What follows belongs to an exercise in optimizing a design on an open flow for small area, a short achievable clock period and few clock cycles; a production flow would make more cautious choices. RTL that was checked went through simulation tests only; none was proved equivalent to the original. Only the layout flow was run in runs 1 and 2; the RTL was not checked for function there. Power and IR drop assume default switching activity.

## flow/design.v

```verilog
module csb (
    input  wire        clk,
    input  wire        rst,                
    input  wire        lockstep_strict,    
    input  wire        req_valid,
    output wire        req_ready,
    input  wire [31:0] req_word,
    output reg         rsp_valid,
    output reg  [2:0]  rsp_code,
    output reg  [15:0] rsp_data,
    output reg         mem_valid,
    output reg         mem_we,
    output wire [1:0]  mem_dev,
    output reg  [15:0] mem_addr,
    output wire [7:0]  mem_wdata,
    input  wire        mem_ready,
    input  wire [7:0]  mem_rdata,
    output wire        ntf_valid,
    output wire [1:0]  ntf_ext,
    output wire [4:0]  ntf_kind,
    output wire        ntf_level,
    output wire        log_valid,
    output wire [1:0]  log_inst,
    output wire [4:0]  log_kind,
    output wire        log_level
);
    localparam [17:0] TOD_RELOAD = 18'd160000;
    localparam [17:0] TOD_MID    = 18'd80000;
    localparam [4:0] K_IRQ  = 5'd1;
    localparam [4:0] K_NMI  = 5'd2;
    localparam [4:0] K_RDY  = 5'd3;
    localparam [4:0] K_BA   = 5'd5;
    localparam [4:0] K_CNT  = 5'd7;
    localparam [4:0] K_TOD  = 5'd8;
    localparam [4:0] K_FLAG = 5'd9;
    localparam [4:0] K_DMA  = 5'd17;
    localparam [5:0] OP_ANNOUNCE = 6'h01, OP_WAIT    = 6'h02, OP_RELEASE = 6'h03,
                     OP_ALLFIN   = 6'h04, OP_START   = 6'h08, OP_STOP    = 6'h09,
                     OP_TICK     = 6'h0A, OP_SETRATE = 6'h0B, OP_GETRATE = 6'h0C,
                     OP_TODREG   = 6'h0D, OP_STORE   = 6'h10, OP_LOAD    = 6'h11,
                     OP_ISINIT   = 6'h12, OP_SETCPU  = 6'h13, OP_SETVIC  = 6'h14,
                     OP_SETCOLOR = 6'h15, OP_CTR_WLO = 6'h18, OP_CTR_WHI = 6'h19,
                     OP_CTR_DEC  = 6'h1A, OP_CTR_CLK = 6'h1B, OP_CTR_ZERO= 6'h1C,
                     OP_CTR_READ = 6'h1D, OP_FF_SET  = 6'h20, OP_FF_RST  = 6'h21,
                     OP_FF_INV   = 6'h22, OP_FF_GET  = 6'h23, OP_DFF_SET = 6'h28,
                     OP_DFF_RST  = 6'h29, OP_DFF_INV = 6'h2A, OP_DFF_CLK = 6'h2B,
                     OP_DFF_GET  = 6'h2C, OP_AND_NTF = 6'h30, OP_WAND_SET= 6'h38,
                     OP_WAND_GET = 6'h39;
    function [2:0] static_code;
        input [31:0] wd;
        reg   [25:0] mask;
        reg          lg;
        reg   [7:0]  ins;
        begin
            lg   = 1'b1;
            mask = 26'h0;
            case (wd[31:26])
                OP_ANNOUNCE, OP_WAIT:                         mask = 26'h003FFFF;
                OP_RELEASE, OP_ALLFIN, OP_START, OP_STOP,
                OP_TICK, OP_GETRATE, OP_ISINIT:               mask = 26'h3FFFFFF;
                OP_SETRATE, OP_SETCPU:                        mask = 26'h3FF0000;
                OP_TODREG, OP_SETVIC, OP_SETCOLOR:            mask = 26'h3FFFF00;
                OP_STORE:                                     mask = 26'h0000000;
                OP_LOAD:                                      mask = 26'h0FF0000;
                OP_CTR_WLO, OP_CTR_WHI:                       mask = 26'h003FF00;
                OP_CTR_DEC:                                   mask = 26'h003FFFE;
                OP_CTR_CLK, OP_CTR_ZERO, OP_CTR_READ,
                OP_FF_SET, OP_FF_RST, OP_FF_INV, OP_FF_GET,
                OP_DFF_SET, OP_DFF_RST, OP_DFF_INV, OP_DFF_CLK,
                OP_DFF_GET, OP_WAND_GET:                      mask = 26'h003FFFF;
                OP_AND_NTF:                                   mask = 26'h003E0FE;
                OP_WAND_SET:                                  mask = 26'h003FEFE;
                default:                                      lg = 1'b0;
            endcase
            ins = wd[25:18];
            static_code = 3'd0;
            if (!lg || (wd[25:0] & mask) != 26'd0)
                static_code = 3'd1;
            else case (wd[31:26])
                OP_ANNOUNCE, OP_WAIT:
                    if (ins >= 8'd16) static_code = 3'd2;
                OP_TODREG:
                    if (wd[7:0] > 8'd5) static_code = 3'd4;
                OP_SETCPU:
                    if (!(wd[15:8] == 8'd0 || wd[15:8] == 8'd2) ||
                        !(wd[7:0] == 8'd1 || wd[7:0] == 8'd3)) static_code = 3'd4;
                OP_SETVIC:
                    if (!(wd[7:0] == 8'd0 || wd[7:0] == 8'd2)) static_code = 3'd4;
                OP_SETCOLOR:
                    if (wd[7:0] != 8'd0) static_code = 3'd4;
                OP_CTR_WLO, OP_CTR_WHI, OP_CTR_DEC, OP_CTR_CLK, OP_CTR_ZERO, OP_CTR_READ,
                OP_WAND_SET, OP_WAND_GET:
                    if (ins >= 8'd8) static_code = 3'd3;
                OP_FF_SET, OP_FF_RST, OP_FF_INV, OP_FF_GET,
                OP_DFF_SET, OP_DFF_RST, OP_DFF_INV, OP_DFF_CLK, OP_DFF_GET:
                    if (ins >= 8'd16) static_code = 3'd3;
                OP_AND_NTF:
                    if (ins >= 8'd4) static_code = 3'd3;
                default: ;
            endcase
        end
    endfunction
    reg [15:0] bar_expected;
    reg [15:0] bar_pending;
    reg        bar_pzero;         
    reg [15:0] bar_blocked;
    reg [14:0] clk_rate;          
    reg        clk_running;
    reg [17:0] clk_tod;
    reg [2:0]  clk_targets;       
    reg [7:0]  bus_prev;          
    reg        cpu_rd2, cpu_wr3, vic_rd2;    
    reg        cpu_set, vic_set, color_set;
    reg [15:0] ctr_counter [0:7];
    reg [15:0] ctr_latch   [0:7];
    reg [7:0]  ctr_dec;
    reg [15:0] ff_state;
    reg [15:0] dff_in;
    reg [15:0] dff_out;
    reg [3:0]  and_in1, and_in2;
    reg [7:0]  wand_l1, wand_l2;
    wire bus_init = cpu_set & vic_set & color_set;
    reg        rst_q;             
    reg        rdy;               
    reg        qv;                
    reg        q_old;             
    reg [2:0]  q_code;
    reg [15:0] q_data;
    reg        tnear;             
    reg        wv;                
    reg [31:0] w;
    reg [2:0]  w_sc;              
    reg        w_acc;             
    reg [15:0] cs;                
    reg        cs_stale;          
    reg        m_vic;             
    reg        m_col;             
    reg  [1:0] m_dev;
    reg        round_busy;        
    reg [1:0]  round_n;
    reg        round_lvl;
    reg        ev_ntf, ev_log;
    reg [1:0]  ev_idx;
    reg [4:0]  ev_kind;
    reg        ev_lvl;
    assign ntf_valid = ev_ntf;
    assign ntf_ext   = ev_idx;
    assign ntf_kind  = ev_kind;
    assign ntf_level = ev_lvl;
    assign log_valid = ev_log;
    assign log_inst  = ev_idx;
    assign log_kind  = ev_kind;
    assign log_level = ev_lvl;
    assign mem_wdata = bus_prev;
    assign mem_dev   = m_dev;
    assign req_ready = rdy;
    wire m_first   = m_vic & ~m_col;                      
    wire m_done    = mem_valid & mem_ready & ~m_first;    
    wire mem_free  = ~mem_valid | m_done;
    wire acc       = req_valid & rdy;
    wire safe;
    reg  exec_r;                  
    reg  xo;                      
    wire exec   = exec_r;
    wire iss_w  = wv & w_acc & mem_free & ~round_busy;
    wire [5:0]  opc    = w[31:26];
    wire [3:0]  inst   = w[21:18];
    wire        view   = w[25];
    wire [7:0]  byte_v = w[7:0];
    wire [4:0]  kind   = w[12:8];
    wire        level  = w[0];
    wire        line   = w[8];
    wire ok_s   = (w_sc == 3'd0);
    wire is_bar = (opc == OP_ANNOUNCE) | (opc == OP_WAIT);
    wire blk_r  = bar_blocked[inst];
    wire blk    = is_bar & blk_r;
    wire is_mem = (opc == OP_STORE) | (opc == OP_LOAD);
    wire fault  = is_mem & ~bus_init;
    wire ex_ok  = ok_s & ~blk & ~fault;
    wire do_op  = exec & ex_ok;
    function do_is;
        input [5:0] o;
        do_is = xo && (opc == o) &&
                !((o == OP_ANNOUNCE || o == OP_WAIT) && blk_r) &&
                !((o == OP_LOAD || o == OP_STORE) && !bus_init);
    endfunction
    wire ex_dok = ok_s & ~fault;    
    wire set_cpu = do_is(OP_SETCPU);
    wire set_vic = do_is(OP_SETVIC);
    wire set_col = do_is(OP_SETCOLOR);
    wire cpu_rd2_n = set_cpu ? w[9] : cpu_rd2;
    wire cpu_wr3_n = set_cpu ? w[1] : cpu_wr3;
    wire vic_rd2_n = set_vic ? w[1] : vic_rd2;
    wire bus_init_n = (cpu_set | set_cpu) & (vic_set | set_vic) & (color_set | set_col);
    function is_access;
        input [31:0] wd;
        is_access = (wd[31:26] == OP_STORE && !wd[25] && wd[24]) ||
                    (wd[31:26] == OP_LOAD && wd[23:16] == 8'd0 && (wd[25] ^ wd[24]));
    endfunction
    wire in_acc  = is_access(req_word) & bus_init_n;
    wire round_start;
    wire qv_n;
    wire round_may = exec & (opc == OP_TICK) & tnear;
    wire iss_in  = acc & in_acc & mem_free & ~round_busy & ~round_may;
    wire issue   = iss_in | iss_w;
    wire st_in   = acc & (req_word[31:26] == OP_STORE) & ~req_word[25] & req_word[24] &
                   bus_init_n & mem_free & ~round_busy & ~round_may;
    wire [31:0] iw = iss_w ? w : req_word;        
    wire iw_st   = (iw[31:26] == OP_STORE);
    wire iw_tbl  = iw_st ? cpu_wr3_n : (iw[25] ? vic_rd2_n : cpu_rd2_n);
    wire [2:0]  cs_sel = rdy ? req_word[20:18] : w[20:18];
    wire        w_wr_ctr = (opc == OP_CTR_WHI) | (opc == OP_CTR_CLK);
    wire        in_rd_ctr = (req_word[31:26] == OP_CTR_CLK) | (req_word[31:27] == 5'b01110);
    wire [15:0] cs_dec = cs - 16'd1;
    wire        whi_nr  = (opc == OP_CTR_WHI) & ~rst_q;
    wire [15:0] cdec_nr = cs_dec & {16{~rst_q}};
    wire [7:0]  lat_in  = rst_q ? 8'hFF : byte_v;
    wire [7:0]  cnt_hi  = whi_nr ? byte_v : cdec_nr[15:8];
    wire tick_en   = do_is(OP_TICK) & clk_running & (~lockstep_strict | bar_pzero);
    wire tod_zero  = (clk_tod == 18'd1);
    wire tod_mid   = (clk_tod == TOD_MID + 18'd1);
    wire tod_edge  = tick_en & (tod_zero | tod_mid);
    wire edge_lvl  = tod_zero;
    function [1:0] tgt_len;
        input [2:0] id;
        case (id)
            3'd1: tgt_len = 2'd1;
            3'd2, 3'd3, 3'd5: tgt_len = 2'd2;
            3'd4: tgt_len = 2'd3;
            default: tgt_len = 2'd0;
        endcase
    endfunction
    function [9:0] round_ev;
        input [2:0] id;
        input [1:0] n;
        input       l;
        reg   [2:0] r;     
        begin
            case ({id, n})
                {3'd1, 2'd0}: r = 3'b000;
                {3'd2, 2'd0}: r = 3'b100;
                {3'd2, 2'd1}: r = 3'b001;
                {3'd3, 2'd0}: r = 3'b000;
                {3'd3, 2'd1}: r = 3'b001;
                {3'd4, 2'd0}: r = 3'b111;
                {3'd4, 2'd1}: r = 3'b100;
                {3'd4, 2'd2}: r = 3'b011;
                default:      r = 3'b101;    
            endcase
            case (r)
                3'b100:  round_ev = {2'b10, 2'd0, K_FLAG, l & and_in2[0]};
                3'b111:  round_ev = {2'b10, 2'd2, K_IRQ, l & and_in2[3] & and_in2[2]};
                3'b101:  round_ev = {2'b01, 2'd1, K_TOD, l};
                default: round_ev = {2'b10, r[1:0], K_TOD, l};
            endcase
        end
    endfunction
    wire [1:0] tlen = tgt_len(clk_targets);
    assign round_start = tod_edge & (tlen > 2'd1);
    wire round_last = round_busy & (round_n + 2'd1 == tlen);
    assign safe = ~(opc == OP_TICK && tnear) & ~(opc == OP_LOAD && view && !mem_we);
    wire tlen2_n  = (tlen >= 2'd2) |
                    (exec && opc == OP_TODREG && w[2:0] >= 3'd2 && w[2:0] <= 3'd5);
    wire tnear_n  = (tod_zero || tod_mid ||
                     (exec && opc == OP_TICK && (clk_tod == 18'd2 || clk_tod == TOD_MID + 18'd2))) &
                    tlen2_n;
    reg [3:0] an_in1, an_in2;    
    reg [9:0] an_ev;
    always @(*) begin
        an_in1 = and_in1;
        an_in2 = and_in2;
        an_ev  = {2'b01, inst[1:0], kind, level};
        case (inst[1:0])
            2'd0: begin
                if (kind == K_TOD) an_in1[0] = level;
                else if (kind == K_CNT) an_in2[0] = level;
                if (kind == K_TOD || kind == K_CNT)
                    an_ev = {2'b10, 2'd0, K_FLAG, an_in1[0] & an_in2[0]};
            end
            2'd1: begin
                if (kind == K_IRQ) an_in1[1] = level;
                else if (kind == K_NMI) an_in2[1] = level;
                if (kind == K_IRQ || kind == K_NMI) begin
                    an_in2[0] = an_in1[1] & an_in2[1];
                    an_ev = {2'b10, 2'd0, K_FLAG, an_in1[0] & an_in2[0]};
                end
            end
            2'd2: begin
                if (kind == K_RDY) an_in1[2] = level;
                else if (kind == K_BA) an_in2[2] = level;
                if (kind == K_RDY || kind == K_BA)
                    an_ev = {2'b10, 2'd2, K_IRQ, an_in1[2] & an_in2[2]};
            end
            default: begin
                if (kind == K_TOD) an_in1[3] = level;
                else if (kind == K_DMA) an_in2[3] = level;
                if (kind == K_TOD || kind == K_DMA) begin
                    an_in1[2] = an_in1[3] & an_in2[3];
                    an_ev = {2'b10, 2'd2, K_IRQ, an_in1[2] & an_in2[2]};
                end
            end
        endcase
    end
    reg [15:0] ex_data;
    always @(*) begin
        ex_data = 16'd0;
        case (opc)
            OP_ALLFIN:   ex_data = {15'd0, bar_pzero};
            OP_GETRATE:  ex_data = {1'b0, clk_rate};
            OP_LOAD:     ex_data = view ? {4'd0, bus_prev[3:0], 8'hFF} : 16'h00FF;
            OP_ISINIT:   ex_data = {15'd0, bus_init};
            OP_CTR_ZERO: ex_data = {15'd0, cs == 16'd0};
            OP_CTR_READ: ex_data = cs;
            OP_FF_GET:   ex_data = {15'd0, ff_state[inst]};
            OP_DFF_GET:  ex_data = {15'd0, dff_out[inst]};
            OP_WAND_GET: ex_data = {15'd0, wand_l1[inst[2:0]] & wand_l2[inst[2:0]]};
            default: ;
        endcase
    end
    wire [2:0] ex_code = !ok_s ? w_sc : blk ? 3'd5 : fault ? 3'd6 : 3'd0;
    genvar g;
    generate
        for (g = 0; g < 8; g = g + 1) begin : g_ctr
            wire sel    = (inst[2:0] == g);
            wire ld_llo = rst_q | (sel & do_is(OP_CTR_WLO));
            wire ld_lhi = rst_q | (sel & do_is(OP_CTR_WHI));
            wire ld_cnt = rst_q | (sel & ((do_is(OP_CTR_WHI) & ~ctr_dec[g]) |
                                        (do_is(OP_CTR_CLK) &  ctr_dec[g])));
            wire ld_dec = rst_q | (sel & do_is(OP_CTR_DEC));
            wire [7:0] cnt_lo = whi_nr ? ctr_latch[g][7:0] : cdec_nr[7:0];
            always @(posedge clk) begin
                if (ld_llo) ctr_latch[g][7:0]  <= lat_in;
                if (ld_lhi) ctr_latch[g][15:8] <= lat_in;
                if (ld_cnt) ctr_counter[g]     <= {cnt_hi, cnt_lo};
                if (ld_dec) ctr_dec[g]         <= w[0] & ~rst_q;
            end
        end
        for (g = 0; g < 16; g = g + 1) begin : g_ff
            wire sel = (inst == g);
            always @(posedge clk) begin
                if (rst_q) begin
                    ff_state[g] <= 1'b0;
                    dff_in[g]   <= 1'b0;
                    dff_out[g]  <= 1'b0;
                    bar_blocked[g] <= 1'b0;
                end else begin
                    if (sel && do_is(OP_FF_SET)) ff_state[g] <= 1'b1;
                    if (sel && do_is(OP_FF_RST)) ff_state[g] <= 1'b0;
                    if (sel && do_is(OP_FF_INV)) ff_state[g] <= ~ff_state[g];
                    if (sel && do_is(OP_DFF_SET)) dff_in[g] <= 1'b1;
                    if (sel && do_is(OP_DFF_RST)) dff_in[g] <= 1'b0;
                    if (sel && do_is(OP_DFF_INV)) dff_in[g] <= ~dff_in[g];
                    if (sel && do_is(OP_DFF_CLK)) dff_out[g] <= dff_in[g];
                    if (do_is(OP_RELEASE) || tick_en) bar_blocked[g] <= 1'b0;
                    else if (sel && do_is(OP_WAIT)) bar_blocked[g] <= 1'b1;
                end
            end
        end
        for (g = 0; g < 8; g = g + 1) begin : g_wand
            wire sel = (inst[2:0] == g) && do_is(OP_WAND_SET);
            always @(posedge clk) begin
                if (rst_q) begin
                    wand_l1[g] <= 1'b1;
                    wand_l2[g] <= 1'b1;
                end else if (sel) begin
                    if (!line) wand_l1[g] <= level;
                    else       wand_l2[g] <= level;
                end
            end
        end
    endgenerate
    wire wv_n         = acc ? ~iss_in : (wv & ~exec & ~iss_w);
    wire w_acc_n      = acc ? in_acc : w_acc;
    wire mem_valid_n  = issue | (mem_valid & ~m_done);
    wire round_busy_n = round_busy ? ~round_last : (round_start & ~rst);
    wire cs_stale_n   = acc & exec & w_wr_ctr & (w[20:18] == req_word[20:18]) & in_rd_ctr;
    wire ex_q         = exec & ~round_start & (mem_valid | qv);    
    wire drain        = qv & (q_old | ~mem_valid);                 
    wire m_to_q       = m_done & drain;                            
    assign qv_n       = ex_q | m_to_q | (qv & ~drain);
    wire [31:0] wn    = acc ? req_word : w;                        
    wire [15:0] m_res = mem_we ? 16'd0 :
                        m_col  ? {4'd0, mem_rdata[3:0], bus_prev} : {8'd0, mem_rdata};
    wire mem_we_n     = mem_free ? iw_st : mem_we;
    wire safe_n       = ~(wn[31:26] == OP_TICK && tnear_n) &
                        ~(wn[31:26] == OP_LOAD && wn[25] && !mem_we_n);
    wire round_busy_c = round_busy ? ~round_last : round_may;
    wire qv_c         = (exec & (mem_valid | qv)) | m_to_q | (qv & ~drain);
    wire exec_n       = wv_n & ~w_acc_n & ~round_busy_c & ~cs_stale_n &
                        (~mem_valid_n | (~qv_c & safe_n));
    wire ok_n         = acc ? (static_code(req_word) == 3'd0) : ok_s;
    always @(posedge clk) begin
        if (acc) begin
            w    <= req_word;
            w_sc <= static_code(req_word);
        end
        cs <= ctr_counter[cs_sel];
        if (mem_free) begin
            mem_addr <= iw[15:0];
            mem_we   <= iw_st;
            m_vic    <= iw[25];
            m_col    <= 1'b0;
            m_dev    <= {1'b0, iw[15:12] == 4'hD && iw_tbl};
        end else if (mem_ready && m_first) begin
            m_col    <= 1'b1;
            m_dev    <= 2'd2;
        end
        if (ex_q | m_to_q) begin
            q_code <= m_to_q ? 3'd0 : ex_code;
            q_data <= m_to_q ? m_res : ex_dok ? ex_data : 16'd0;
        end
        rsp_code <= drain ? q_code : (mem_valid | round_busy) ? 3'd0 : ex_code;
        rsp_data <= drain ? q_data :
                    round_busy ? 16'd0 :
                    !mem_valid ? (ex_dok ? ex_data : 16'd0) : m_res;
        if (exec && do_is(OP_AND_NTF))
            {ev_idx, ev_kind, ev_lvl} <= an_ev[7:0];
        else if (round_busy)
            {ev_idx, ev_kind, ev_lvl} <= round_ev(clk_targets, round_n, round_lvl);
        else
            {ev_idx, ev_kind, ev_lvl} <= round_ev(clk_targets, 2'd0, edge_lvl);
        rst_q <= rst;
        if (rst) begin
            rdy         <= 1'b0;
            exec_r      <= 1'b0;
            xo          <= 1'b0;
            qv          <= 1'b0;
            q_old       <= 1'b0;
            tnear       <= 1'b0;
            wv          <= 1'b0;
            w_acc       <= 1'b0;
            cs_stale    <= 1'b0;
            mem_valid   <= 1'b0;
            rsp_valid   <= 1'b0;
            ev_ntf      <= 1'b0;
            ev_log      <= 1'b0;
            round_busy  <= 1'b0;
            round_n     <= 2'd0;
            round_lvl   <= 1'b0;
        end else begin
            wv         <= wv_n;
            w_acc      <= w_acc_n;
            cs_stale   <= cs_stale_n;
            mem_valid  <= mem_valid_n;
            round_busy <= round_busy_n;
            rdy        <= rst_q | ~wv_n | exec_n;
            exec_r     <= exec_n;
            xo         <= exec_n & ok_n;
            qv         <= qv_n;
            q_old      <= issue & qv_n;
            tnear      <= tnear_n & ~rst_q;
            if (st_in)
                bus_prev <= req_word[23:16];
            else if (iss_w && opc == OP_STORE)
                bus_prev <= w[23:16];
            else if (mem_valid && mem_ready && !mem_we && !m_col)
                bus_prev <= mem_rdata;
            rsp_valid <= drain | m_done | (exec & ~round_start & ~mem_valid & ~qv) | round_last;
            ev_ntf <= 1'b0;
            ev_log <= 1'b0;
            if (exec && do_is(OP_AND_NTF)) begin
                ev_ntf <= an_ev[9];
                ev_log <= an_ev[8];
                and_in1 <= an_in1;
                and_in2 <= an_in2;
            end else if (round_busy) begin
                {ev_ntf, ev_log} <= round_ev(clk_targets, round_n, round_lvl) >> 8;
                round_n <= round_n + 2'd1;
            end else if (tod_edge && tlen != 2'd0) begin
                {ev_ntf, ev_log} <= round_ev(clk_targets, 2'd0, edge_lvl) >> 8;
                round_n    <= 2'd1;
                round_lvl  <= edge_lvl;
                if (clk_targets == 3'd2)
                    and_in1[0] <= edge_lvl;
                if (clk_targets == 3'd4) begin
                    and_in1[0] <= edge_lvl;
                    and_in1[3] <= edge_lvl;
                    and_in1[2] <= edge_lvl & and_in2[3];
                end
            end
        end
        if (rst_q) begin
            bar_expected <= 16'd0;
            bar_pending  <= 16'd0;
            bar_pzero    <= 1'b1;
            clk_rate     <= 15'h0100;
            clk_running  <= 1'b0;
            clk_tod      <= TOD_RELOAD;
            clk_targets  <= 3'd0;
            bus_prev     <= 8'h00;
            cpu_rd2      <= 1'b0;
            cpu_wr3      <= 1'b0;
            vic_rd2      <= 1'b0;
            cpu_set      <= 1'b0;
            vic_set      <= 1'b0;
            color_set    <= 1'b0;
            and_in1      <= 4'hF;
            and_in2      <= 4'hF;
        end else begin
            if (do_is(OP_ANNOUNCE))
                bar_expected <= bar_expected + 16'd1;
            if (do_is(OP_RELEASE) || tick_en) begin
                bar_pending <= bar_expected;
                bar_pzero   <= (bar_expected == 16'd0);
            end else if (do_is(OP_WAIT) && !bar_pzero) begin
                bar_pending <= bar_pending - 16'd1;
                bar_pzero   <= (bar_pending == 16'd1);
            end
            if (do_is(OP_START)) clk_running <= 1'b1;
            if (do_is(OP_STOP))  clk_running <= 1'b0;
            if (tick_en)
                clk_tod <= tod_zero ? TOD_RELOAD : clk_tod - 18'd1;
            if (do_is(OP_SETRATE))
                clk_rate <= w[15] ? 15'h0100 : w[14:0];
            if (do_is(OP_TODREG))
                clk_targets <= w[2:0];
            if (set_cpu) begin
                cpu_rd2 <= w[9];
                cpu_wr3 <= w[1];
                cpu_set <= 1'b1;
            end
            if (set_vic) begin
                vic_rd2 <= w[1];
                vic_set <= 1'b1;
            end
            if (set_col)
                color_set <= 1'b1;
        end
    end
endmodule
```

## flow/flow/run.sh

```bash
#!/bin/bash
# The standard layout (standard.sh), with the port buffers that buffer_ports
# inserts made from buf_1 cells instead of the delay cells it picks by default.
export BUFFER_PORTS_ARGS="-buffer_cell sky130_fd_sc_hd__buf_1"
bash standard.sh > standard.log 2>&1
```

## flow/standard.sh

```bash
#!/bin/bash
# synth_recipe.tcl (not shown) runs the flow's synth.tcl, then flattens the netlist and writes it again
# the make line also repeats each setting of config.mk as NAME=value (left out here)
make -C /OpenROAD-flow-scripts/flow DESIGN_CONFIG=/design/flow/config.mk WORK_HOME=/design/flow/orfs CLKGATE_MAP_FILE= SYNTH_SCRIPT=/design/flow/synth_recipe.tcl "${@:-finish}"
```

## flow/config.mk

```make
export PLATFORM = sky130hd
export DESIGN_NAME = csb
export DESIGN_NICKNAME = csb
export VERILOG_FILES = /design/flow/design.v
export SDC_FILE = /design/flow/constraint.sdc
export NUM_CORES = 4
export LEC_CHECK = 0
export CAP_MARGIN = 20
export CORE_MARGIN = 2
export CORE_UTILIZATION = 40
export CTS_BUF_LIST = sky130_fd_sc_hd__clkbuf_4
export PLACE_DENSITY = 0.6
export SETUP_SLACK_MARGIN = 4.1
export SLEW_MARGIN = 20
```

## flow/constraint.sdc

```tcl
create_clock -name core_clock -period 7.0 [get_ports {clk}]
set_input_delay 1.4000 -clock core_clock [delete_from_list [all_inputs] [get_ports {clk}]]
set_output_delay 1.4000 -clock core_clock [all_outputs]
set_load 0.01 [all_outputs]
```

==> flow_summary.toml, run 1 <==
[synthesis]
syn_nets = 2348
synth.distinct_cells = 82
synth.top_cell.area_share_pct = 34.12
synth_top_area_cell = "edfxtp_1"
postSynthCellCount = 2287
seq_area_frac_synth_pct = 54.89
synth_seq_cells = 505
async_reset_ff_share_pct = 0
syn_avg_cell_area_um2 = 10.16
syn_area_um2 = 23230
synth_edf_count = 264
ys_top_cells_by_area = "edfxtp_1 (34%), dfxtp_1 (21%), nand2_1 (4.5%)"
ys_dominant_reg_cell = "edfxtp_1"
ys_warn_count = 3

[floorplan]
die_height_um = 245
die-area_um2 = 60030
io_pins = 112
rows = 88
dieWidth_um = 245
core_area_um2 = 57590
start_util_pct = 40.34

[run_status]
status = "finished clean"

[grt]
use_met1_pct = 31.83
grt.busiest_layer = "met2"
grt_util_met3_pct = 5.347
grt_overflow_total = 0
grt_max_degree = 93
antenna_found_initial = 3
gr-usage-met2_pct = 37.58
grt_pass1_wl_mm = 109.9
grt_usage_pct = 23.77
grt_pass1_vias = 18720

[finish]
fin_util_pct = 47.31
drive_gt1_share_pct = 20.33
final_nets = 2531
regArea_um2 = 12810
multi_input_comb_area_um2 = 10180
syn_to_final_growth_pct = 17.26
fillCellCount = 5415

[timing]
worstMarginPinSlew_ns = 1.141
fin_setup_tns_ns = 0
post-route-min-period_ns = 3.008
finalSetupViolations = 0
fin_skew_ns = 0.06988
timing.final.crit_share_pct = 42.97
hold_viol = 0
grt_setup_unrepaired = "yes"
holdWs_ns = 0.4567
layout_setup_ws_ns = 3.992
slew_viol_final = 0
fmax_ghz = 0.3324
max_slew_margin_pct = 23.34

[setup_path]
criticalPathCategory = "register to register"
critPathLaunchType = "register"
slowest_stage = "mux4_2"
cp.arrival_ns = 3.84
path_common_cell = "mux4_2"
path_cells = "buf_12, mux4_2, mux4_2, buf_4, nor3_4, buf_6, nand2_2, or3_4, a311oi_2"
cp_max_fo = 6
required_ns = 7.83
cp-end-kind = "register"
max_stage_delay_ns = 0.56

[drt]
wl_per_cell_um = 21.45
drc = 0
vias = 19440
viasPerCell = 5.809
postRouteAntennaNets = 0
drt_iter0_drc = 1542
drtPass1Iterations = 7
drt_wl_total_mm = 71.80

[power_and_ir_drop]
p_leak_uw = 0.01033
ir_drop_v = 0.0001527
power_density_nw_per_um2 = 257.9
power_uw = 7025

[clock_tree]
h-tree-depth = 4
clk_pin_slew_ns = 0.06
clk_path_buf_depth = 3
cts_buffers = 137
cts-root-buf = "clkbuf_4"
cts_tree = "built"
clk_latency_ns = 0.96
cts_sinks = 505

[placed_design]
numPortBuffers = 111
pre_cts_slack_ns = 2.593
place_hpwl_mm = 46.66
gp_congestion = 0.8872

[worst_hold_path]
hold_path_class = "register to register"

[job]
drv_cap = 0
## Yosys cell counts (all sizes together), types with 6 or more instances
| cell | instances |
|---|---|
| ha | 16 |
| a22o | 30 |
| nand2 | 278 |
| dfxtp | 241 |
| mux2i | 61 |
| clkbuf | 128 |
| nor3 | 52 |
| a221oi | 10 |
| mux4 | 11 |
| a21o | 75 |
| and2 | 15 |
| a221o | 9 |
| or3 | 24 |
| a22oi | 15 |
| o21a | 6 |
| o311ai | 11 |
| nand4 | 20 |
| buf | 26 |
| and3 | 30 |
| xnor2 | 34 |
| nor3b | 14 |
| o221ai | 7 |
| o211ai | 12 |
| o21ai | 121 |
| a21oi | 135 |
| nand3 | 67 |
| or2 | 13 |
| a32oi | 10 |
| mux2 | 23 |
| nor2b | 24 |
| edfxtp | 264 |
| a311oi | 40 |
| nor2 | 236 |
| nor4 | 27 |
| a31oi | 19 |
| a211oi | 33 |
| nand2b | 10 |
| xor2 | 30 |
| inv | 38 |
## sequential cells by signal (all words and copies together) (netlist names), 15 cells and up
register and count:
w 31, ctr_latch 64, mem_addr 16, cs 16
ctr_counter 128, dff_out 16, rsp_data 16, clk_tod 18
bar_blocked 16, q_data 16, clk_rate 15, bar_pending 16
dff_in 16, ff_state 16, bar_expected 16
## through the flow
| stage | area (um^2) | instances |
|---|---|---|
| floorplan | 23340 | 2287 |
| global placement | 24400 | 3050 |
| detailed placement | 24400 | 3050 |
| CTS | 26890 | 3332 |
| global route | 27240 | 3345 |
| finish | 27240 | 3347 |
## kinds of logic (layout without fill, tap and decap cells)
family | count (synthesis) | in the layout | synth area share, %
AND/OR/NAND/NOR | 844 | 846 | 17.22
multiplexers | 95 | 95 | 4.842
flip-flops | 505 | 505 | 54.89
AO/OA/AOI/OAI | 569 | 569 | 16.38
XOR/XNOR | 64 | 64 | 2.413
other | 0 | 4 | 0
buffers and inverters | 193 | 482 | 3.350
adder cells (fa/ha/maj) | 17 | 17 | 0.9048
## path summary, 6_finish.rpt
kind / slack [ns] / endpoint / cells past startpoint / start
worst max-delay path: 3.99 / bar_pending[3] / 9 / w[18]
worst min-delay path: 0.46 / rsp_data[15] / 2 / q_data[15]
worst min register to register: 0.46 / rsp_data[15] / 2 / q_data[15]
worst max register to register: 3.99 / bar_pending[3] / 9 / w[18]
## layout make-up
class | count | area share (%)
antenna | 4 | 0.03674
tap | 765 | 3.514
timing repair buffer | 196 | 4.676
clock buffer | 211 | 5.815
multi-input combinational | 1591 | 37.38
inverter | 39 | 0.5787
sequential | 505 | 47.03
clock inverter | 36 | 0.9783
## report_power, final
group | internal, uW | total, uW | switching [uW]
Combinational | 261 | 751 | 490
Clock | 1520 | 2780 | 1260
Sequential | 3340 | 3490 | 152
Total | 5120 | 7020 | 1900
## repair_timing
action                     CTS  global route
gates resized for setup    129            76
setup endpoints to repair  434           304
hold buffers                 0             0
pin swaps                    9            23
setup buffers               31            10
gates cloned                 4             0
## placed cells by master, fill, tap and decap left out, types with 30 or more instances in the layout
master	count
a21o_1	71
a311oi_1	39
xor2_1	30
a22o_1	30
dfxtp_1	218
buf_1	54
clkbuf_4	211
edfxtp_1	264
a21oi_1	133
xnor2_1	33
nor2_1	230
o21ai_0	103
mux2i_1	58
buf_4	77
nand3_1	63
inv_1	34
nand2_1	268
nor3_1	47
## critical path: cells and delay by family (launching register included)
family                 cells  cell delay, ns
muxes                      2            1.06
buffers and inverters      3            0.50
AOI/OAI and AO/OA          1            0.23
DFF                        1            0.44
and+or+nand+nor            3            0.65
## per-layer routing
layer	wire length, um	vias to the layer above
li1	-	8896
met1	30950	9601
met2	33440	819
met3	5701	128
met4	1701	0
met5	0	-
==> run 2: changes to the inputs <==
--- a/flow/config.mk
+++ b/flow/config.mk
@@ -8,7 +8,8 @@
 export CAP_MARGIN = 20
 export CORE_MARGIN = 2
 export CORE_UTILIZATION = 40
-export CTS_BUF_LIST = sky130_fd_sc_hd__clkbuf_4
+export CTS_CLUSTER_DIAMETER = 80
+export CTS_CLUSTER_SIZE = 30
 export PLACE_DENSITY = 0.6
 export SETUP_SLACK_MARGIN = 4.1
 export SLEW_MARGIN = 20
==> flow_summary.toml, run 2 <==
[finish]
final_nets = 2411
reg.largest.list = "ctr_counter: 128 flops, ctr_latch: 64 flops, w: 31 flops"
largest_reg_flops = 128
regMostFlops = "ctr_counter"
final_common_cell = "nand2_1"
final_cell_mix = "nand2_1 (269), edfxtp_1 (264), dfxtp_1 (231)"
syn_to_final_growth_pct = 14.01
drive_gt1_share_pct = 12.48
instances_no_fill = 3138

[synthesis]
ys_dominant_reg_cell = "edfxtp_1"
async_reset_ff_share_pct = 0
yosys-top-cells-count = "nand2_1 (278), edfxtp_1 (264), dfxtp_1 (241), nor2_1 (236), a21oi_1 (135)"
ys_warn_count = 3
ys_top_cells_by_area = "edfxtp_1 (34%), dfxtp_1 (21%), nand2_1 (4.5%)"
synth.top_cell.area_share_pct = 34.12
synth_seq_cells = 505
syn_area_um2 = 23230
syn_nets = 2348
seq_area_frac_synth_pct = 54.89
postSynthCellCount = 2287
syn_avg_cell_area_um2 = 10.16
synth.distinct_cells = 82
yosysMostFrequentCell = "nand2_1"
synth_top_area_cell = "edfxtp_1"
synth_edf_count = 264

[clock_tree]
cts_sinks = 505
clk_path_buf_depth = 3
cts_tree = "built"
clk_pin_slew_ns = 0.11
holdBufCountCts = 0
cts_buffers = 28
clk_latency_ns = 0.64
cts-root-buf = "clkbuf_16"
h-tree-depth = 1

[floorplan]
start_util_pct = 40.34
rows = 88
core_area_um2 = 57590
io_pins = 112
die-area_um2 = 60030
die_height_um = 245
dieWidth_um = 245

[timing]
finalSetupViolations = 0
slew_viol_final = 0
worstMarginPinSlew_ns = 1.137
fin_setup_tns_ns = 0
hold_viol = 0
max_slew_margin_pct = 23.66
post-route-min-period_ns = 3.013
fmax_ghz = 0.3319
grt_setup_unrepaired = "yes"
fin_skew_ns = 0.05813
timing.final.crit_share_pct = 43.04

[power_and_ir_drop]
p_clk_share_pct = 32.3
swShare_pct = 28.81
ir_drop_v = 0.0001932
intPower_uw = 4471
sequentialPowerShare_pct = 55.6
p_sw_uw = 1809
p_leak_uw = 0.009557
power_density_nw_per_um2 = 237.1
comb_power_share_pct = 12.1

[drt]
wl_per_cell_um = 22.39
vias = 18570
drt_wl_total_mm = 70.25
viasPerCell = 5.918
drt_iter0_drc = 1576
postRouteAntennaNets = 0
drc = 0
drtPass1Iterations = 7

[worst_hold_path]
hold_path_class = "register to register"

[setup_path]
cp_max_fo = 6
critPathLaunchType = "register"
criticalPathCategory = "register to register"
path_delay_family = "multiplexers"
cp.arrival_ns = 3.52
max_stage_delay_ns = 0.57
required_ns = 7.51
slowest_stage = "mux4_2"
cp-end-kind = "register"
path_cells = "buf_12, mux4_2, mux4_2, buf_4, nor2_4, nand3_1, or3_1, a311oi_2"
path_common_cell = "mux4_2"
critPathBufInv = 2

[placed_design]
numPortBuffers = 111
place_inst = 3050
place_hpwl_mm = 46.66
gp_congestion = 0.8872

[grt]
grt_overflow_total = 0
grt_usage_pct = 22.66
antenna_found_initial = 1
grt_pass1_vias = 17670
grt_max_degree = 93
grt_pass1_wl_mm = 106.2

[run_status]
status = "finished clean"

[job]
drv_cap = 0
==> run 2: worst paths after layout <==
path	start	endpoint	slack (ns)	cells after the start
setup / recovery	w[18]	bar_pending[7]	3.99	8
hold / removal	q_code[0]	rsp_code[0]	0.47	2
setup reg to reg	w[18]	bar_pending[7]	3.99	8
hold reg to reg	q_code[0]	rsp_code[0]	0.47	2
==> run 2: stage by stage <==
| step | worst slack [ns] | hold WS, ns | total power (uW) | instance area, um^2 | util, % |
|---|---|---|---|---|---|
| 5_1_grt | 3.885 | 0.4913 | 6509 | 26480 | 45.99 |
| 2_1_floorplan | 3.725 | 0.4178 | 3962 | 23340 | - |
| 6_report | 3.987 | 0.4666 | 6281 | 26490 | 46.00 |
| 3_3_place_gp | 2.644 | 0.4394 | 4238 | 24400 | 42.36 |
| 4_1_cts | 4.001 | 0.4716 | 6283 | 25870 | 44.92 |
| 3_5_place_dp | 2.593 | 0.4435 | 4248 | 24400 | 42.36 |
==> run 2: metal layers <==
layer / part of all wire [%] / GRT usage (%)
met5: 0 / 0
met4: 2.7 / 6.851
met3: 6.9 / 3.193
met2: 46 / 36.54
met1: 44 / 31.62
==> run 2: worst reg2reg max path, cell delays in order, from the launching register on <==
cell and delay, ns:
edfxtp_1 0.45, buf_12 0.16, mux4_2 0.51, mux4_2 0.58, buf_4 0.19, nor2_4 0.13, nand3_1 0.18, or3_1 0.41
a311oi_2 0.28
==> run 2: cell type report <==
cell class	count	area, um^2
Clock buffer	30	708.2
Multi-Input combinational cell	1591	10380
Inverter	39	173.9
Sequential cell	505	12770
Fill cell	5397	31100
Clock inverter	22	351.6
Antenna cell	1	2.502
Tap cell	765	957.2
Timing Repair Buffer	185	1140
==> run 2: timing repair <==
item	CTS	global route
setup buffers	19	11
resized for setup	65	109
pin swaps	5	37
gates cloned	4	1
setup endpoints to repair	391	322
==> run 2: power groups by stage <==
| stage | Combinational, uW | Sequential, uW | Clock (uW) |
|---|---|---|---|
| 2_1_floorplan | 494 | 3470 | 0 |
| 6_report | 757 | 3490 | 2030 |
| 5_1_grt | 824 | 3510 | 2170 |
| 3_3_place_gp | 685 | 3550 | 0 |
| 3_5_place_dp | 692 | 3560 | 0 |
| 4_1_cts | 722 | 3490 | 2070 |
==> run 2: cells by family (layout without fill, tap and decap cells) <==
logic type / Yosys count / after routing / synth area share (%)
and+or+nand+nor: 844 / 846 / 17.22
AOI/OAI and AO/OA: 569 / 569 / 16.38
DFF: 505 / 505 / 54.89
buffers and inverters: 193 / 276 / 3.350
muxes: 95 / 95 / 4.842
xor gates and xnor gates: 64 / 64 / 2.413
adders and majority gates: 17 / 17 / 0.9048
other: 0 / 1 / 0
==> run 3: changes to the inputs <==
--- a/flow/design.v
+++ b/flow/design.v
@@ -24,8 +24,11 @@
     output wire [4:0]  log_kind,
     output wire        log_level
 );
-    localparam [17:0] TOD_RELOAD = 18'd160000;
-    localparam [17:0] TOD_MID    = 18'd80000;
+    localparam [17:0] L_RELOAD = 18'h00001;
+    localparam [17:0] L_T1     = 18'h0C3E5;
+    localparam [17:0] L_T2     = 18'h261F2;
+    localparam [17:0] L_M1     = 18'h3D375;
+    localparam [17:0] L_M2     = 18'h3E9BA;
     localparam [4:0] K_IRQ  = 5'd1;
     localparam [4:0] K_NMI  = 5'd2;
     localparam [4:0] K_RDY  = 5'd3;
@@ -106,7 +109,7 @@
     reg [15:0] bar_blocked;
     reg [14:0] clk_rate;          
     reg        clk_running;
-    reg [17:0] clk_tod;
+    reg [17:0] clk_tod;           
     reg [2:0]  clk_targets;       
     reg [7:0]  bus_prev;          
     reg        cpu_rd2, cpu_wr3, vic_rd2;    
@@ -172,7 +175,8 @@
     wire        line   = w[8];
     wire ok_s   = (w_sc == 3'd0);
     wire is_bar = (opc == OP_ANNOUNCE) | (opc == OP_WAIT);
-    wire blk_r  = bar_blocked[inst];
+    reg  blkp, blk_set, blk_clr;
+    wire blk_r  = blk_set | (blkp & ~blk_clr);
     wire blk    = is_bar & blk_r;
     wire is_mem = (opc == OP_STORE) | (opc == OP_LOAD);
     wire fault  = is_mem & ~bus_init;
@@ -217,8 +221,8 @@
     wire [7:0]  lat_in  = rst_q ? 8'hFF : byte_v;
     wire [7:0]  cnt_hi  = whi_nr ? byte_v : cdec_nr[15:8];
     wire tick_en   = do_is(OP_TICK) & clk_running & (~lockstep_strict | bar_pzero);
-    wire tod_zero  = (clk_tod == 18'd1);
-    wire tod_mid   = (clk_tod == TOD_MID + 18'd1);
+    wire tod_zero  = (clk_tod == L_T1);     
+    wire tod_mid   = (clk_tod == L_M1);     
     wire tod_edge  = tick_en & (tod_zero | tod_mid);
     wire edge_lvl  = tod_zero;
     function [1:0] tgt_len;
@@ -262,7 +266,7 @@
     wire tlen2_n  = (tlen >= 2'd2) |
                     (exec && opc == OP_TODREG && w[2:0] >= 3'd2 && w[2:0] <= 3'd5);
     wire tnear_n  = (tod_zero || tod_mid ||
-                     (exec && opc == OP_TICK && (clk_tod == 18'd2 || clk_tod == TOD_MID + 18'd2))) &
+                     (exec && opc == OP_TICK && (clk_tod == L_T2 || clk_tod == L_M2))) &
                     tlen2_n;
     reg [3:0] an_in1, an_in2;    
     reg [9:0] an_ev;
@@ -370,15 +374,15 @@
         end
     endgenerate
     wire wv_n         = acc ? ~iss_in : (wv & ~exec & ~iss_w);
-    wire w_acc_n      = acc ? in_acc : w_acc;
+    wire w_acc_n      = rdy ? in_acc : w_acc;
     wire mem_valid_n  = issue | (mem_valid & ~m_done);
     wire round_busy_n = round_busy ? ~round_last : (round_start & ~rst);
-    wire cs_stale_n   = acc & exec & w_wr_ctr & (w[20:18] == req_word[20:18]) & in_rd_ctr;
+    wire cs_stale_n   = rdy & exec & w_wr_ctr & (w[20:18] == req_word[20:18]) & in_rd_ctr;
     wire ex_q         = exec & ~round_start & (mem_valid | qv);    
     wire drain        = qv & (q_old | ~mem_valid);                 
     wire m_to_q       = m_done & drain;                            
     assign qv_n       = ex_q | m_to_q | (qv & ~drain);
-    wire [31:0] wn    = acc ? req_word : w;                        
+    wire [31:0] wn    = rdy ? req_word : w;                        
     wire [15:0] m_res = mem_we ? 16'd0 :
                         m_col  ? {4'd0, mem_rdata[3:0], bus_prev} : {8'd0, mem_rdata};
     wire mem_we_n     = mem_free ? iw_st : mem_we;
@@ -388,13 +392,16 @@
     wire qv_c         = (exec & (mem_valid | qv)) | m_to_q | (qv & ~drain);
     wire exec_n       = wv_n & ~w_acc_n & ~round_busy_c & ~cs_stale_n &
                         (~mem_valid_n | (~qv_c & safe_n));
-    wire ok_n         = acc ? (static_code(req_word) == 3'd0) : ok_s;
+    wire ok_n         = rdy ? (static_code(req_word) == 3'd0) : ok_s;
     always @(posedge clk) begin
-        if (acc) begin
+        if (rdy) begin
             w    <= req_word;
             w_sc <= static_code(req_word);
         end
         cs <= ctr_counter[cs_sel];
+        blkp    <= bar_blocked[rdy ? req_word[21:18] : w[21:18]];
+        blk_set <= rdy & do_is(OP_WAIT) & (w[21:18] == req_word[21:18]);
+        blk_clr <= rdy & (do_is(OP_RELEASE) | tick_en);
         if (mem_free) begin
             mem_addr <= iw[15:0];
             mem_we   <= iw_st;
@@ -485,7 +492,7 @@
             bar_pzero    <= 1'b1;
             clk_rate     <= 15'h0100;
             clk_running  <= 1'b0;
-            clk_tod      <= TOD_RELOAD;
+            clk_tod      <= L_RELOAD;
             clk_targets  <= 3'd0;
             bus_prev     <= 8'h00;
             cpu_rd2      <= 1'b0;
@@ -509,7 +516,7 @@
             if (do_is(OP_START)) clk_running <= 1'b1;
             if (do_is(OP_STOP))  clk_running <= 1'b0;
             if (tick_en)
-                clk_tod <= tod_zero ? TOD_RELOAD : clk_tod - 18'd1;
+                clk_tod <= tod_zero ? L_RELOAD : {clk_tod[16:0], clk_tod[17] ^ clk_tod[10]};
             if (do_is(OP_SETRATE))
                 clk_rate <= w[15] ? 15'h0100 : w[14:0];
             if (do_is(OP_TODREG))
--- a/flow/config.mk
+++ b/flow/config.mk
@@ -5,11 +5,12 @@
 export SDC_FILE = /design/flow/constraint.sdc
 export NUM_CORES = 4
 export LEC_CHECK = 0
+export ABC_AREA = 1
 export CAP_MARGIN = 20
 export CORE_MARGIN = 2
 export CORE_UTILIZATION = 40
 export CTS_CLUSTER_DIAMETER = 80
-export CTS_CLUSTER_SIZE = 30
+export CTS_CLUSTER_SIZE = 25
 export PLACE_DENSITY = 0.6
 export SETUP_SLACK_MARGIN = 4.1
 export SLEW_MARGIN = 20
==> flow_summary.toml, run 3 <==
[power_and_ir_drop]
power_density_nw_per_um2 = 250.4
p_leak_uw = 0.01017
power_uw = 6555
ir_drop_v = 0.0001964

[timing]
fin_skew_ns = 0.05631
hold_viol = 0
max_slew_margin_pct = 44.11
timing.final.crit_share_pct = 40.97
post-route-min-period_ns = 2.868
grt_setup_unrepaired = "yes"
fmax_ghz = 0.3487
worstMarginPinSlew_ns = 0.8384
slew_viol_final = 0
finalSetupViolations = 0
fin_setup_tns_ns = 0

[floorplan]
start_util_pct = 40.19
io_pins = 112
rows = 89
die_height_um = 246.8
die-area_um2 = 60920
dieWidth_um = 246.8
core_area_um2 = 58690

[synthesis]
syn_area_um2 = 23590
ys_top_cells_by_area = "edfxtp_1 (34%), dfxtp_1 (21%), nand2_1 (7.1%)"
synthMuxAreaShare_pct = 0.2387
synth_seq_cells = 508
synth.top_cell.area_share_pct = 33.61
synth_edf_count = 264
syn_nets = 2843
yosysMostFrequentCell = "nand2_1"
postSynthCellCount = 2785
ys_dominant_reg_cell = "edfxtp_1"
yosys-top-cells-count = "nand2_1 (445), inv_1 (341), o21ai_0 (310), nor2_1 (290), edfxtp_1 (264)"
synth_top_area_cell = "edfxtp_1"
synth-compound-area-share_pct = 15.19
synth_top_family_by_area = "simple AND/OR/NAND/NOR gates"
synthXorXnorAreaFrac_pct = 0.8912
yosys.area_share.simple_pct = 20.80
synth.distinct_cells = 61
ys_warn_count = 3
seq_area_frac_synth_pct = 54.32
async_reset_ff_share_pct = 0
syn_avg_cell_area_um2 = 8.469
synth_fa_ha_area_share_pct = 0.6897

[clock_tree]
clk_latency_ns = 0.65
h-tree-depth = 1
clk_pin_slew_ns = 0.09
cts_sinks = 508
holdBufCountCts = 0
clk_path_buf_depth = 3
cts_buffers = 31
cts-root-buf = "clkbuf_16"
cts_tree = "built"

[finish]
syn_to_final_growth_pct = 11.00
largest_reg_flops = 128
reg.largest.list = "ctr_counter: 128 flops, ctr_latch: 64 flops, w: 31 flops"
regMostFlops = "ctr_counter"
final_nets = 2910
final_cell_mix = "nand2_1 (436), inv_1 (337), o21ai_0 (288)"
instances_no_fill = 3651
fillCellCount = 5692
final_common_cell = "nand2_1"
finish.instance_area_um2 = 26180
fin_util_pct = 44.61
drive_gt1_share_pct = 7.125

[placed_design]
numPortBuffers = 111
place_inst = 3580
gp_congestion = 0.9286
placed_area_um2 = 24740
place_hpwl_mm = 52.32

[grt]
grt_pass1_wl_mm = 111.9
grt_pass1_vias = 19000
grt_max_degree = 84
grt_usage_pct = 23.90
antenna_found_initial = 5
grt_overflow_total = 0

[drt]
drt_wl_total_mm = 73.99
wl_per_cell_um = 20.27
drtPass1Iterations = 6
viasPerCell = 5.559
drt_iter0_drc = 1866
postRouteAntennaNets = 0
drc = 0
vias = 20300

[setup_path]
r2r_cells = 8
crit_cells = 1
path_delay_family = "flip-flops"
cp-end-kind = "primary output"
criticalPathCategory = "register to primary output"
path_cells = "buf_1"
slowest_stage = "dfxtp_2"
reg2reg_to = "q_data[6]"
critPathLaunchType = "register"
required_ns = 5.60
cp.arrival_ns = 1.47
critPathBufInv = 1
r2r_slack_ns = 4.19
cp_max_fo = 19
crit_end = "mem_valid"
max_stage_delay_ns = 0.62
critPathLaunch = "mem_valid"
rr_startpoint = "w[31]"

[job]
drv_cap = 0

[worst_hold_path]
hold_path_class = "register to register"

[run_status]
status = "finished clean"
==> run 3: cell count changes in the layout (fill, tap and decap cells not counted), moves of 25 or more <==
cell / previous run / this run
nor2_1: 225 / 276
inv_1: 34 / 337
a311oi_1: 38 / 5
mux2i_1: 58 / 0
and3_1: 27 / 0
o21ai_0: 104 / 288
a21oi_1: 133 / 158
nand3_1: 63 / 219
a21o_1: 71 / 0
a22o_1: 30 / 0
nand2_1: 269 / 436
o21ai_1: 10 / 35
==> run 3: timing repair <==
item | CTS | global route
gates resized for setup | 28 | 39
setup endpoints to repair | 235 | 300
cloned | 3 | 0
setup buffers | 5 | 4
pin swaps | 2 | 3
==> run 3: cells by family after synthesis <==
logic type | after synthesis
and+or+nand+nor | 1119
muxes | 5
buffers and inverters | 479
xor gates and xnor gates | 24
AOI/OAI and AO/OA | 637
adders and majority gates | 13
DFF | 508
==> run 3: area by class of cell <==
cell class	count	area (um^2)	share of cell area, %
diodes	1	2.502	0.009559
flip-flops and latches	508	12820	48.97
well taps	773	967.2	3.694
inverters	366	1391	5.315
repair buffers	145	726.9	2.777
multi-input cells	1798	9174	35.04
clock buffers	39	828.3	3.164
clock inverters	19	255.2	0.9750
repair inverters	2	12.51	0.04779
==> run 3: worst min-delay path by stage <==
stage                from           end  slack [ns]  depth (start not counted)
3_5_place_dp    q_data[0]   rsp_data[0]        0.44                          2
3_3_place_gp   q_data[11]  rsp_data[11]        0.43                          2
5_1_grt         q_data[5]   rsp_data[5]        0.49                          2
4_1_cts         q_data[0]   rsp_data[0]        0.46                          2
2_1_floorplan   q_data[0]   rsp_data[0]        0.42                          2
6_report        q_data[0]   rsp_data[0]        0.46                          2
==> run 3: routing by layer <==
| layer | track usage [%] | routed length (um) | vias to the layer above |
|---|---|---|---|
| li1 | - | - | 9664 |
| met5 | 0 | 53 | - |
| met2 | 37.94 | 33280 | 817 |
| met4 | 8.451 | 2587 | 8 |
| met3 | 3.462 | 5504 | 159 |
| met1 | 33.25 | 32560 | 9647 |
==> run 3: stage by stage <==
step,setup WS (ns),hold WS [ns]
5_1_grt,4.059,0.4876
3_5_place_dp,2.563,0.4356
6_report,4.132,0.4587
3_3_place_gp,2.667,0.4295
4_1_cts,3.960,0.4582
2_1_floorplan,4.110,0.4190
==> run 3: worst register-to-register path, stage by stage, from the launching register on <==
cell and delay, ns:
dfxtp_1 0.55, inv_1 0.10, nor2_2 0.24, nand3_2 0.39, o21ai_0 0.38, nor3_1 0.18, a21oi_2 0.22, o21ai_0 0.31
o21ai_0 0.29
==> run 3: power by group <==
part | switching (uW) | internal, uW | leakage, uW
Sequential | 161 | 3450 | 0.00461
Clock | 1140 | 945 | 0.000530
Combinational | 631 | 222 | 0.00504
Testbench counts of run 3, summed over its fixed seeds: cycles 30,417.
==> run 4: changes to the inputs <==
--- a/flow/config.mk
+++ b/flow/config.mk
@@ -5,7 +5,6 @@
 export SDC_FILE = /design/flow/constraint.sdc
 export NUM_CORES = 4
 export LEC_CHECK = 0
-export ABC_AREA = 1
 export CAP_MARGIN = 20
 export CORE_MARGIN = 2
 export CORE_UTILIZATION = 40
==> flow_summary.toml, run 4 <==
[finish]
diodes = 0
final_common_cell = "nand2_1"
fillCellCount = 5497
reg.largest.list = "ctr_counter: 128 flops, ctr_latch: 64 flops, w: 31 flops"
regMostFlops = "ctr_counter"
finish.instance_area_um2 = 26020
syn_to_final_growth_pct = 11.36
final_nets = 2412
multi_input_comb_area_um2 = 10190
largest_reg_flops = 128
instances_no_fill = 3141
final_cell_mix = "nand2_1 (337), edfxtp_1 (264), dfxtp_1 (231)"
drive_gt1_share_pct = 10.82
regArea_um2 = 12840

[setup_path]
critPathLaunchType = "register"
path_cells = "buf_1"
r2r_cells = 7
cp_max_fo = 33
slowest_stage = "dfxtp_4"
cp.arrival_ns = 1.44
max_stage_delay_ns = 0.60
path_delay_family = "flip-flops"
crit_cells = 1
required_ns = 5.60
criticalPathCategory = "register to primary output"
critPathBufInv = 1
cp-end-kind = "primary output"

[synthesis]
synth_top_area_cell = "edfxtp_1"
seq_area_frac_synth_pct = 54.84
postSynthCellCount = 2311
yosysMostFrequentCell = "nand2_1"
async_reset_ff_share_pct = 0
ys_dominant_reg_cell = "edfxtp_1"
syn_area_um2 = 23360
synth.distinct_cells = 98
synth_seq_cells = 508
synth.top_cell.area_share_pct = 33.93
ys_top_cells_by_area = "edfxtp_1 (34%), dfxtp_1 (21%), nand2_1 (5.5%)"
yosys-top-cells-count = "nand2_1 (342), edfxtp_1 (264), dfxtp_1 (244), nor2_1 (186), a21oi_1 (173)"
syn_avg_cell_area_um2 = 10.11
synth_edf_count = 264
syn_nets = 2369
ys_warn_count = 3

[placed_design]
gp_congestion = 0.8800
placed_area_um2 = 24520
place_hpwl_mm = 46.17
numPortBuffers = 111
pre_cts_slack_ns = 2.693
place_inst = 3068

[drt]
postRouteAntennaNets = 0
vias = 18600
drt_iter0_drc = 1746
viasPerCell = 5.921
wl_per_cell_um = 22.18
drtPass1Iterations = 5
drc = 0
drt_wl_total_mm = 69.66

[floorplan]
io_pins = 112
die_height_um = 245.7
core_area_um2 = 57700
rows = 88
dieWidth_um = 245.7
die-area_um2 = 60360
start_util_pct = 40.49

[timing]
hold_viol = 0
fin_setup_tns_ns = 0
fmax_ghz = 0.3522
max_slew_margin_pct = 30.08
post-route-min-period_ns = 2.839
worstMarginPinSlew_ns = 1.045
slew_viol_final = 0
finalSetupViolations = 0
timing.final.crit_share_pct = 40.56
grt_setup_unrepaired = "yes"
layout_setup_ws_ns = 4.161
fin_skew_ns = 0.03454

[grt]
grt_usage_pct = 22.34
grt_max_degree = 71
grt_pass1_wl_mm = 105.0
grt_overflow_total = 0
antenna_found_initial = 2
grt_pass1_vias = 17530

[clock_tree]
h-tree-depth = 1
cts_tree = "built"
clk_latency_ns = 0.61
clk_path_buf_depth = 3
cts_buffers = 29
cts-root-buf = "clkbuf_16"
cts_sinks = 508
clk_pin_slew_ns = 0.10

[worst_hold_path]
min_path_cells = 2
hold_path_class = "register to register"

[run_status]
status = "finished clean"

[power_and_ir_drop]
p_leak_uw = 0.009233
ir_drop_v = 0.0002195
power_density_nw_per_um2 = 241.6

[job]
drv_cap = 0
[run 4: cell types whose count changed after synthesis, moves of 29 or more]
cell / previous run / this run
a311oi_1: 5 / 36
nand4_1: 43 / 14
nand2_1: 445 / 342
nand3_1: 221 / 94
and3_1: 0 / 29
inv_1: 341 / 36
nor2_1: 290 / 186
o21ai_0: 310 / 106
a21o_1: 0 / 67
mux2i_1: 0 / 46
[run 4: stage by stage]
stage               util [%]  total power (uW)  hold WS, ns
floorplan                  -              4053       0.4178
global placement       42.50              4328       0.4254
detailed placement     42.51              4342       0.4291
CTS                    44.77              6294       0.4601
global route           45.09              6525       0.4825
finish                 45.09              6287       0.4601
[run 4: worst min-delay path, cell delays in order, from the launching register on]
cell	delay [ns]
dfxtp_1	0.32
nand2_1	0.05
a21oi_1	0.05
[run 4: cell type report]
type                       count  share of cell area (%)
sequential                   508                   49.34
clock inverter                11                  0.6204
tap                          765                   3.679
multi-input combinational   1614                   39.16
clock buffer                  42                   3.136
timing repair buffer         165                   3.477
inverter                      36                  0.5915
[run 4: cells by family after synthesis]
group | share of synthesized area (%)
AOI/OAI and AO/OA | 17.25
buffers and inverters | 3.535
adders and majority gates | 0.6962
DFF | 54.84
and+or+nand+nor | 18.18
muxes | 3.851
xor gates and xnor gates | 1.650
[run 4: report_power, final]
part | internal (uW) | total (uW) | switching (uW)
logic | 285 | 803 | 518
registers | 3380 | 3540 | 165
clock network | 864 | 1940 | 1080
total | 4520 | 6290 | 1760
[run 4: path summary, 6_finish.rpt]
path	start	slack [ns]	to
max reg2reg	w[31]	4.20	q_data[1]
min reg2reg	dff_out[15]	0.46	dff_out[15]
max	mem_valid	4.16	mem_valid
min	dff_out[15]	0.46	dff_out[15]
[run 4: per-layer routing]
metal	vias up	routed length [um]	global-route usage (%)
met5	-	13	0
met4	2	2106	6.970
met2	680	32310	35.85
met3	121	4742	2.641
li1	8619	-	-
met1	9175	30490	31.51
[run 4: timing repair]
item                       CTS  global route
setup endpoints to repair  394           171
pin swaps                    6             4
resized for setup           68            30
cloned                       2             4
hold buffers                 0             0
buffers inserted             9             5
==> run 5: changes to the inputs <==
==> flow/flow/run.sh (replaced) <==
#!/bin/bash
# The standard layout (standard.sh), with the port buffers that buffer_ports
# inserts made from buf_1 cells instead of the delay cells it picks by default,
# and with ORFS's power recovery (downsizing of gates off the critical paths)
# after global routing.
export BUFFER_PORTS_ARGS="-buffer_cell sky130_fd_sc_hd__buf_1"
export RECOVER_POWER=100
bash standard.sh > standard.log 2>&1
==> flow_summary.toml, run 5 <==
[run_status]
status = "failed layout checks"
so.violations = "capacitance limit, slew limit"

[placed_design]
gp_congestion = 0.8800
place_inst = 3068
place_hpwl_mm = 46.17
numPortBuffers = 111
pre_cts_slack_ns = 2.693

[timing]
finalSetupViolations = 0
fin_skew_ns = 0.03391
layout_setup_ws_ns = 2.482
max_slew_margin_pct = -133.4
fmax_ghz = 0.2213
holdWs_ns = 0.4576
post-route-min-period_ns = 4.518
grt_setup_unrepaired = "yes"
worstMarginPinSlew_ns = 3.500
slew_viol_final = 261
timing.final.crit_share_pct = 64.55
hold_viol = 0
fin_setup_tns_ns = 0

[finish]
fin_util_pct = 44.32
fillCellCount = 5574
largest_reg_flops = 128
final_common_cell = "nand2_1"
reg.largest.list = "ctr_counter: 128 flops, ctr_latch: 64 flops, w: 31 flops"
drive_gt1_share_pct = 6.987
instances_no_fill = 3141
final_cell_mix = "nand2_1 (342), edfxtp_1 (264), dfxtp_1 (238)"
regMostFlops = "ctr_counter"
final_nets = 2412
diodes = 0
syn_to_final_growth_pct = 9.442

[grt]
grt_pass1_vias = 17530
grt_usage_pct = 22.34
grt_pass1_wl_mm = 105.0
grt_overflow_total = 0
antenna_found_initial = 2
grt_max_degree = 71

[setup_path]
critPathLaunchType = "register"
cp.arrival_ns = 4.75
criticalPathCategory = "register to register"
rr_startpoint = "w[19]"
r2r_slack_ns = 2.48
cp-end-kind = "register"
cp_max_fo = 25
required_ns = 7.23
critPathLaunch = "w[19]"

[power_and_ir_drop]
p_leak_uw = 0.009004
ir_drop_v = 0.0002186
power_density_nw_per_um2 = 244.6

[synthesis]
syn_nets = 2369
seq_area_frac_synth_pct = 54.84
synth_top_area_cell = "edfxtp_1"
ys_top_cells_by_area = "edfxtp_1 (34%), dfxtp_1 (21%), nand2_1 (5.5%)"
postSynthCellCount = 2311
synth_edf_count = 264
syn_area_um2 = 23360
yosysMostFrequentCell = "nand2_1"
synth.top_cell.area_share_pct = 33.93
synth.distinct_cells = 98
yosys-top-cells-count = "nand2_1 (342), edfxtp_1 (264), dfxtp_1 (244), nor2_1 (186), a21oi_1 (173)"
syn_avg_cell_area_um2 = 10.11
synth_seq_cells = 508
async_reset_ff_share_pct = 0
ys_warn_count = 3
ys_dominant_reg_cell = "edfxtp_1"

[clock_tree]
cts-root-buf = "clkbuf_16"
h-tree-depth = 1
cts_buffers = 29
clk_pin_slew_ns = 0.10
cts_sinks = 508
clk_path_buf_depth = 3
clk_latency_ns = 0.61
cts_tree = "built"

[drt]
wl_met1_mm = 30.23
met2_length_mm = 32.19
drt_wl_total_mm = 69.76
drt_iter0_drc = 1730
highest_layer = "met5"
viasPerCell = 5.947
postRouteAntennaNets = 0
drtPass1Iterations = 5
wl_per_cell_um = 22.21
wl_met3_mm = 5.105
vias = 18680
drc = 0

[floorplan]
rows = 88
start_util_pct = 40.49
die-area_um2 = 60360
die_height_um = 245.7
io_pins = 112
core_area_um2 = 57700
dieWidth_um = 245.7

[worst_hold_path]
hp-start = "dff_out[15]"
hold_path_class = "register to register"

[job]
drv_cap = 8
-- run 5: logic make-up (layout without fill, tap and decap cells) --
kind of cell    count (synthesis)  in the layout  share of synthesized area (%)
compound gates                607            608                          17.25
xor+xnor                       44             44                          1.650
fa+ha+maj                      13             13                         0.6962
buf+inv                       194            254                          3.535
flops                         508            508                          54.84
mux                            74             75                          3.851
simple gates                  871            874                          18.18
-- run 5: what timing repair did --
action	4_1_cts	5_1_grt
cloned	2	4
hold buffers	0	0
endpoints found under the hold margin	0	0
pin swaps	6	4
setup buffers	9	5
gates resized for setup	68	30
setup endpoints to repair	394	171
-- run 5: layout make-up --
type | count | area (um^2) | share of cell area (%)
repair buffers | 165 | 774.5 | 3.029
flip-flops and latches | 508 | 12820 | 50.14
clock inverters | 11 | 161.4 | 0.6313
inverters | 36 | 153.9 | 0.6019
clock buffers | 42 | 815.8 | 3.191
multi-input cells | 1614 | 9886 | 38.66
well taps | 765 | 957.2 | 3.744
-- run 5: critical path, cell delays in order (launching register included) --
cell and delay (ns):
edfxtp_1 0.37, clkbuf_1 0.59, nor2_1 0.81, nand2_1 0.37, o21ai_0 1.17, clkbuf_1 0.79
-- run 5: final timing paths --
path         depth (start not counted)                 end
max                                  5  ctr_counter[5][13]
min                                  2         dff_out[15]
max reg2reg                          5  ctr_counter[5][13]
min reg2reg                          2         dff_out[15]
-- run 5: metal layers --
layer	vias up	GRT usage, %
li1	8616	-
met2	726	35.85
met1	9210	31.51
met5	-	0
met3	125	2.641
met4	2	6.970
-- run 5: power breakdown --
group / internal (uW) / total, uW / switching [uW]
Clock: 864 / 1940 / 1080
Sequential: 3380 / 3540 / 163
Combinational: 265 / 771 / 506
-- run 5: through the flow --
step	instance area, um^2	total power, uW
finish	25570	6255
global route	25570	6494
CTS	25830	6294
detailed placement	24520	4342
global placement	24520	4328
floorplan	23550	4053

[separate check: timing with driven ports]
The flow's constraints put no driver on any port. The routed layouts listed below were extracted and timed again, unchanged, in two steps.
Step 1 (the two cells are an assumption about what drives the block):
set clk [get_ports {clk}]
set_driving_cell -lib_cell sky130_fd_sc_hd__clkbuf_16 $clk
set_driving_cell -lib_cell sky130_fd_sc_hd__buf_2 [delete_from_list [all_inputs] $clk]
Step 2, shift: input delay + t, output delay - t, t = (earliest + latest rising clock arrival at the registers) / 2. This alone moves slack from input paths to output paths.
Three values: ideal ports, drivers, drivers and shift; two values: the first two.
| run | shift t [ns] | setup slack, ns | worst setup path at the end | slew at the worst register clock pin (ns) | cell pins on the clock port's net |
|---|---|---|---|---|---|
| run 1 | 0.986 | 3.992 / 3.992 / 3.156 | input to register | 0.09 / 0.09 | 1 |
| run 2 | 0.674 | 3.987 / 3.987 / 3.394 | input to register | 0.12 / 0.12 | 1 |
| run 3 | 0.683 | 4.132 / 4.070 / 3.571 | input to register | 0.11 / 0.11 | 1 |
| run 4 | 0.655 | 4.161 / 4.098 / 3.546 | input to register | 0.10 / 0.10 | 1 |
| run 5 | 0.656 | 2.482 / 2.482 / 2.297 | input to register | 0.10 / 0.10 | 1 |
For run 1, which loses most, drivers alone change the setup slack by 0.000 ns; drivers and shift together by -0.836 ns.
